This design comes from an exercise in tuning for small area on the open sky130 flow, not from production work. Only simulation tests tie the RTL to the original design; equivalence was not proved. No driver is modelled on the clock port, so clock power and skew are understated where the tree is cut down; a real chip needs a root buffer or a tree. Power figures rest on the tool's default switching activity, not on a simulated workload.

== run A ==
Design owc, start of the top module:
module owc (
    input  wire        clk,
    input  wire        rst_n,
    input  wire        host_req,
    input  wire        host_we,
    input  wire [6:0]  host_addr,
    input  wire [1:0]  host_size,
    input  wire [31:0] host_wdata,
    output reg  [31:0] host_rdata,
    output wire        host_err,
    output reg         ow_oe,
    input  wire        ow_in,
    output wire        irq
);
    localparam [2:0] RC_OK = 3'd0, RC_DNF = 3'd1, RC_BADPARAM = 3'd2,
                     RC_OPERR = 3'd3, RC_ILLEGAL = 3'd4;
    reg [15:0] cmd_q;           
    reg        cmd_v;
    reg        busy;
    reg        done;
    reg [2:0]  result;
    reg        present;
    reg        ready;
    reg        ovr;
    reg        ie;
    reg [7:0]  rxdata;          
    reg        rx_v;
    reg [71:0] dsr;             
    reg [12:0] traw;            
    reg [9:0]  volt;
    reg [10:0] curr;
    reg [7:0]  cap;
    reg        temp_v, volt_v, curr_v, cap_v;
    reg [4:0]  step;
    reg        phase;           
    wire [7:0] op  = cmd_q[15:8];
    wire [7:0] arg = cmd_q[7:0];
    wire op01 = (op == 8'h01);
    wire raw  = (op[7:3] == 5'd0) && (op[2:0] >= 3'd2) && (op[2:0] <= 3'd5);
    wire rawr = raw && op[0];                      
    wire rbit = (op == 8'h02) || (op == 8'h03);    
    wire pgop = (op[7:1] == 7'h08);                
    wire op2x = (op[7:3] == 5'h04);                
    wire cvr  = op2x && (op[2:1] == 2'b10);        
  ...
export LEC_CHECK = 0
export CAP_MARGIN = 20
export CORE_MARGIN = 2
export CORE_UTILIZATION = 40
export SLEW_MARGIN = 20
create_clock -name core_clock -period 125.0 [get_ports {clk}]
standard.sh (not shown) runs the stock make flow with config.mk's settings and CLKGATE_MAP_FILE= SYNTH_SCRIPT=/design/flow/synth_recipe.tcl, a recipe that flattens the netlist after the stock synthesis.
==> flow/flow/run.sh <==
#!/bin/bash
# Own layout flow: the standard ORFS flow (standard.sh) with these changes.
#  1. Synthesis maps the logic with an area-oriented ABC script (abc_area.script
#     here, used through a copy of the ORFS scripts folder) and buffers
#     pass-through outputs with the smallest buffer; everything else about
#     synthesis (synth_recipe.tcl, flatten, renaming) is the standard one.
#  2. Port buffers use the smallest buffer cell.
#  3. Clock tree synthesis uses clkbuf_8 and no dummy loads.
# Each step's full output goes to a log file in this folder.
set -euo pipefail
W=$PWD
rm -rf "$W/scripts_area"
cp -r "$FLOW_HOME/scripts" "$W/scripts_area"
cp "$W/flow/abc_area.script" "$W/scripts_area/abc_area.script"

bash standard.sh synth SCRIPTS_DIR="$W/scripts_area" ABC_AREA=1 \
  MIN_BUF_CELL_AND_PORTS="sky130_fd_sc_hd__buf_1 A X" > "$W/synth.log" 2>&1

bash standard.sh finish \
  BUFFER_PORTS_ARGS="-buffer_cell sky130_fd_sc_hd__buf_1" \
  CTS_ARGS="-sink_clustering_enable -repair_clock_nets -dont_use_dummy_load -buf_list sky130_fd_sc_hd__clkbuf_8" \
  > "$W/layout.log" 2>&1
==> flow/flow/abc_area.script <==
strash
balance -l
resub -K 6 -l
rewrite -l
resub -K 6 -N 2 -l
refactor -l
resub -K 8 -l
balance -l
resub -K 8 -N 2 -l
rewrite -l
resub -K 10 -l
rewrite -z -l
resub -K 10 -N 2 -l
balance -l
resub -K 12 -l
refactor -z -l
resub -K 12 -N 2 -l
rewrite -z -l
balance -l
balance -l
resub -K 6 -l
rewrite -l
resub -K 6 -N 2 -l
refactor -l
resub -K 8 -l
balance -l
resub -K 8 -N 2 -l
rewrite -l
resub -K 10 -l
rewrite -z -l
resub -K 10 -N 2 -l
balance -l
resub -K 12 -l
refactor -z -l
resub -K 12 -N 2 -l
rewrite -z -l
balance -l
&get -n
&dch -f
&nf -p -F 8 -R 1000 -E 50
&put
Run A | stages: all done | timing, DRC, antenna: all pass
Here is what was changed in the inputs of run B compared with run A.
Settings: an added PLACE_DENSITY of 0.75; a change of CORE_UTILIZATION from 40 to 65.
diff --git a/flow/flow/run.sh b/flow/flow/run.sh
--- a/flow/flow/run.sh
+++ b/flow/flow/run.sh
@@ -4,3 +4,4 @@
 #     here, used through a copy of the ORFS scripts folder) and buffers
-#     pass-through outputs with the smallest buffer; everything else about
+#     pass-through outputs with the smallest buffer, without the adder cell
+#     mapping (ADDER_MAP_FILE empty); everything else about
 #     synthesis (synth_recipe.tcl, flatten, renaming) is the standard one.
@@ -16,3 +17,3 @@
 bash standard.sh synth SCRIPTS_DIR="$W/scripts_area" ABC_AREA=1 \
-  MIN_BUF_CELL_AND_PORTS="sky130_fd_sc_hd__buf_1 A X" > "$W/synth.log" 2>&1
+  MIN_BUF_CELL_AND_PORTS="sky130_fd_sc_hd__buf_1 A X" ADDER_MAP_FILE= > "$W/synth.log" 2>&1
 
## What came out
- Run B went all the way through the flow, and no timing, DRC or antenna check failed.
- Going from run A to run B, portion of the layout cell area used by non-clock buffers ~0 delta; clock period minus worst slack -21 ps; wire length reported by the detailed router -6.7%.
- Global routing's busiest layer: met2 -> run A, met1 -> run B
- Taking run A as the reference, in run B cell count dropped about 12%, average wire length per cell after detail routing rose 6.1%.
Input-level comparison between run C and run B:
Settings: PLACE_DENSITY: 0.75 -> unset; CORE_UTILIZATION: 65 -> 40.
Notes after the runs:
Re final worst setup slack: run C is 82 ps up on run B. From run B to run C the numbers moved as follows: share of the cycle needed by the critical path after routing saw little to no change; clock power saw an increase.

========
before:
owc, a different RTL version from the one above (not shown whole).
Size: ~81 I/O pins, roughly 8400 µm² of cells after synthesis.
==> flow/config.mk <==
export PLATFORM = sky130hd
export DESIGN_NAME = owc
export DESIGN_NICKNAME = owc
export VERILOG_FILES = /design/flow/design.v
export SDC_FILE = /design/flow/constraint.sdc
export NUM_CORES = 4
export LEC_CHECK = 0
export CAP_MARGIN = 5
export CORE_MARGIN = 2
export CORE_UTILIZATION = 65
export PLACE_DENSITY = 0.75
export SLEW_MARGIN = 5
==> flow/constraint.sdc <==
create_clock -name core_clock -period 125.0 [get_ports {clk}]
set_input_delay 25.0000 -clock core_clock [delete_from_list [all_inputs] [get_ports {clk}]]
set_output_delay 25.0000 -clock core_clock [all_outputs]
set_load 0.01 [all_outputs]
==> flow/flow/run.sh <==
#!/bin/bash
# Own layout flow: the standard ORFS flow (standard.sh) with these changes.
#  1. Synthesis maps the logic with area-oriented ABC scripts (abc_*.script
#     here, used through copies of the ORFS scripts folder). Each script is
#     tried in a scratch synthesis, and the one giving the smallest cell area
#     is used for the real synthesis. Pass-through outputs are buffered with
#     the smallest buffer and the adder cell mapping is off (ADDER_MAP_FILE
#     empty); everything else about synthesis (synth_recipe.tcl, flatten,
#     renaming) is the standard one.
#  2. Port buffers use the smallest buffer cell.
#  3. Clock tree synthesis is a simple two-level tree (cts.tcl here, a copy of
#     the ORFS step with clock_tree_synthesis replaced): the clock port drives
#     two clkbuf_8, which drive one clkbuf_8 per balanced region of at most 17
#     flip-flops. The rest of the CTS step (legalisation, timing repair) is
#     unchanged.
# Each step's full output goes to a log file in this folder.
set -euo pipefail
W=$PWD
SYN=(ABC_AREA=1 MIN_BUF_CELL_AND_PORTS="sky130_fd_sc_hd__buf_1 A X" ADDER_MAP_FILE=)

mkdir -p "$W/tries"
for s in "$W"/flow/abc_*.script; do
  n=$(basename "$s" .script)
  rm -rf "$W/tries/$n"; mkdir -p "$W/tries/$n"
  cp -r "$FLOW_HOME/scripts" "$W/tries/$n/scripts"
  cp "$s" "$W/tries/$n/scripts/abc_area.script"
done
for s in "$W"/flow/abc_*.script; do
  n=$(basename "$s" .script)
  ( bash standard.sh synth SCRIPTS_DIR="$W/tries/$n/scripts" WORK_HOME="$W/tries/$n/orfs" \
      "${SYN[@]}" > "$W/tries/$n/synth.log" 2>&1 || true ) &
  while [ "$(jobs -r | wc -l)" -ge 4 ]; do sleep 1; done
done
wait
best=""; best_a=""
for s in "$W"/flow/abc_*.script; do
  n=$(basename "$s" .script)
  f="$W/tries/$n/orfs/reports/sky130hd/owc/base/synth_stat.txt"
  [ -f "$f" ] || continue
  a=$(awk '/Chip area for module/ {print $NF}' "$f")
  echo "$n $a" >> "$W/tries/areas.txt"
  if [ -z "$best" ] || awk -v a="$a" -v b="$best_a" 'BEGIN {exit !(a < b)}'; then best=$n; best_a=$a; fi
done
echo "best: $best $best_a" >> "$W/tries/areas.txt"

rm -rf "$W/scripts_area"
cp -r "$FLOW_HOME/scripts" "$W/scripts_area"
cp "$W/flow/$best.script" "$W/scripts_area/abc_area.script"
cp "$W/flow/cts.tcl" "$W/scripts_area/cts.tcl"

bash standard.sh synth SCRIPTS_DIR="$W/scripts_area" "${SYN[@]}" > "$W/synth.log" 2>&1

bash standard.sh finish SCRIPTS_DIR="$W/scripts_area" \
  BUFFER_PORTS_ARGS="-buffer_cell sky130_fd_sc_hd__buf_1" \
  MYCTS_ROOTS=2 MYCTS_ROOT_BUF=sky130_fd_sc_hd__clkbuf_8 \
  MYCTS_LEAF_BUF=sky130_fd_sc_hd__clkbuf_8 MYCTS_SINKS_PER_LEAF=17 \
  > "$W/layout.log" 2>&1
Other scripts of this flow, unchanged in this note and not shown: flow/flow/abc_m5.script, flow/flow/abc_m6.script, flow/flow/abc_n3.script, flow/flow/abc_n4.script, flow/flow/abc_n7.script, flow/flow/abc_n8.script, flow/flow/cts.tcl
before: no failed stages, no open violations at the end
### before -> after
- CORE_UTILIZATION now 72, was 65
- PLACE_DENSITY now 0.82, was 0.75
--- outcome ---
Per the comparison of after with before, horizontal die dimension now smaller; worst setup margin now larger; design area now smaller; placeable core area now smaller.
Compared with before, in after post-CTS clock slew at the launch and capture registers of the worst setup and hold paths barely changed, area growth from synthesis to layout went down by 0.46 points, register-to-register setup slack shows a reduction of 0.03 ns.
No run of this note takes its clock network from TritonCTS; it comes from the design's own scripts or RTL.

========
Another version of the RTL of owc (not shown whole).
Size: about 1100 cells after synthesis, roughly 81 I/O pins, about 9300 um2 of cells after synthesis.
## owc
module owc (
    input  wire        clk,
    input  wire        rst_n,
    input  wire        host_req,
    input  wire        host_we,
    input  wire [6:0]  host_addr,
    input  wire [1:0]  host_size,
    input  wire [31:0] host_wdata,
    output reg  [31:0] host_rdata,
    output wire        host_err,
    output reg         ow_oe,
    input  wire        ow_in,
    output wire        irq
);
==> flow/config.mk <==
export PLATFORM = sky130hd
export DESIGN_NAME = owc
export DESIGN_NICKNAME = owc
export VERILOG_FILES = /design/flow/design.v
export SDC_FILE = /design/flow/constraint.sdc
export NUM_CORES = 4
export LEC_CHECK = 0
export CAP_MARGIN = 20
export CORE_MARGIN = 2
export CORE_UTILIZATION = 40
export SLEW_MARGIN = 20
==> flow/constraint.sdc <==
create_clock -name core_clock -period 125.0 [get_ports {clk}]
set_input_delay 25.0000 -clock core_clock [delete_from_list [all_inputs] [get_ports {clk}]]
set_output_delay 25.0000 -clock core_clock [all_outputs]
set_load 0.01 [all_outputs]
==> flow/flow/run.sh <==
#!/bin/bash
# Own layout flow: the standard ORFS flow with three changes.
#  1. Synthesis maps the logic with an area-oriented ABC script (abc_area.script
#     here), through a copy of the ORFS scripts folder; everything else about
#     synthesis (synth_recipe.tcl, flatten, renaming) is the standard one.
#  2. Port buffers use the smallest buffer cell.
#  3. Clock tree synthesis uses small clock buffers and no dummy loads.
# Each step's full output goes to a log file in this folder.
set -euo pipefail
W=$PWD
rm -rf "$W/scripts_area"
cp -r "$FLOW_HOME/scripts" "$W/scripts_area"
cp "$W/flow/abc_area.script" "$W/scripts_area/abc_area.script"

bash standard.sh synth SCRIPTS_DIR="$W/scripts_area" ABC_AREA=1 > "$W/synth.log" 2>&1

bash standard.sh finish \
  BUFFER_PORTS_ARGS="-buffer_cell sky130_fd_sc_hd__buf_1" \
  CTS_ARGS="-sink_clustering_enable -repair_clock_nets -dont_use_dummy_load -buf_list {sky130_fd_sc_hd__clkbuf_4 sky130_fd_sc_hd__clkbuf_8}" \
  > "$W/layout.log" 2>&1
==> flow/flow/abc_area.script <==
strash
balance -l
resub -K 6 -l
rewrite -l
resub -K 6 -N 2 -l
refactor -l
resub -K 8 -l
balance -l
resub -K 8 -N 2 -l
rewrite -l
resub -K 10 -l
rewrite -z -l
resub -K 10 -N 2 -l
balance -l
resub -K 12 -l
refactor -z -l
resub -K 12 -N 2 -l
rewrite -z -l
balance -l
balance -l
resub -K 6 -l
rewrite -l
resub -K 6 -N 2 -l
refactor -l
resub -K 8 -l
balance -l
resub -K 8 -N 2 -l
rewrite -l
resub -K 10 -l
rewrite -z -l
resub -K 10 -N 2 -l
balance -l
resub -K 12 -l
refactor -z -l
resub -K 12 -N 2 -l
rewrite -z -l
balance -l
dch -f
amap
topo
The starting point completed with no timing, DRC or antenna violations.
Then changed:
==> flow/flow/run.sh (replaced) <==
#!/bin/bash
# Own layout flow: the standard ORFS flow (standard.sh) with these changes.
#  1. Synthesis maps the logic with an area-oriented ABC script (abc_area.script
#     here, used through a copy of the ORFS scripts folder) and buffers
#     pass-through outputs with the smallest buffer; everything else about
#     synthesis (synth_recipe.tcl, flatten, renaming) is the standard one.
#  2. Port buffers use the smallest buffer cell.
#  3. Clock tree synthesis uses clkbuf_8 and no dummy loads.
# Each step's full output goes to a log file in this folder.
set -euo pipefail
W=$PWD
rm -rf "$W/scripts_area"
cp -r "$FLOW_HOME/scripts" "$W/scripts_area"
cp "$W/flow/abc_area.script" "$W/scripts_area/abc_area.script"

bash standard.sh synth SCRIPTS_DIR="$W/scripts_area" ABC_AREA=1 \
  MIN_BUF_CELL_AND_PORTS="sky130_fd_sc_hd__buf_1 A X" > "$W/synth.log" 2>&1

bash standard.sh finish \
  BUFFER_PORTS_ARGS="-buffer_cell sky130_fd_sc_hd__buf_1" \
  CTS_ARGS="-sink_clustering_enable -repair_clock_nets -dont_use_dummy_load -buf_list sky130_fd_sc_hd__clkbuf_8" \
  > "$W/layout.log" 2>&1
--- a/flow/flow/abc_area.script
+++ b/flow/flow/abc_area.script
@@ -36,5 +36,6 @@
 rewrite -z -l
 balance -l
-dch -f
-amap
-topo
+&get -n
+&dch -f
+&nf -p -F 8 -R 1000 -E 50
+&put
- The new run completed with no timing, DRC or antenna violations
- wire length is lower by 6.1%
- clock power hardly moves
- clock skew decreases by 0.013 ns
- synthesized area falls by 2.8%
- critical path depth went up by 1
- hold slack gains 0.0078 ns
- flip-flop and latch count does not change
- global-route usage is lower by 1.8 points
- final area is lower by 2.7%

separate check: timing with driven ports:
The flow's constraints put no driver on any port. The routed layouts listed below were extracted and timed again, unchanged, in two steps.
Step 1 (the two cells are an assumption about what drives the block):
set clk [get_ports {clk}]
set_driving_cell -lib_cell sky130_fd_sc_hd__clkbuf_16 $clk
set_driving_cell -lib_cell sky130_fd_sc_hd__buf_2 [delete_from_list [all_inputs] $clk]
Step 2 also shifts input and output timing later by t, the mid clock arrival at the registers, as if the neighbouring blocks saw the same clock.
a / b / c = ideal / step 1 / step 2; a / b = the first two.
run	shift t [ns]	setup WS [ns]	pins driven straight from the clock port
run A	0.502	72.408 / 72.383 / 72.383	1
run B	0.488	72.429 / 72.382 / 72.382	1
run C	0.499	72.511 / 72.486 / 72.486	1
before	0.396	71.738 / 71.711 / 71.711	2
after	0.393	71.854 / 71.831 / 71.831	2
the first run of note 3	0.494	72.247 / 72.225 / 72.225	1
the second run of note 3	0.499	72.673 / 72.644 / 72.644	1
After both steps setup and hold are still met in every run listed. The setup slack of run B, which loses most, moves by -0.047 ns with the drivers and by -0.047 ns with both steps.
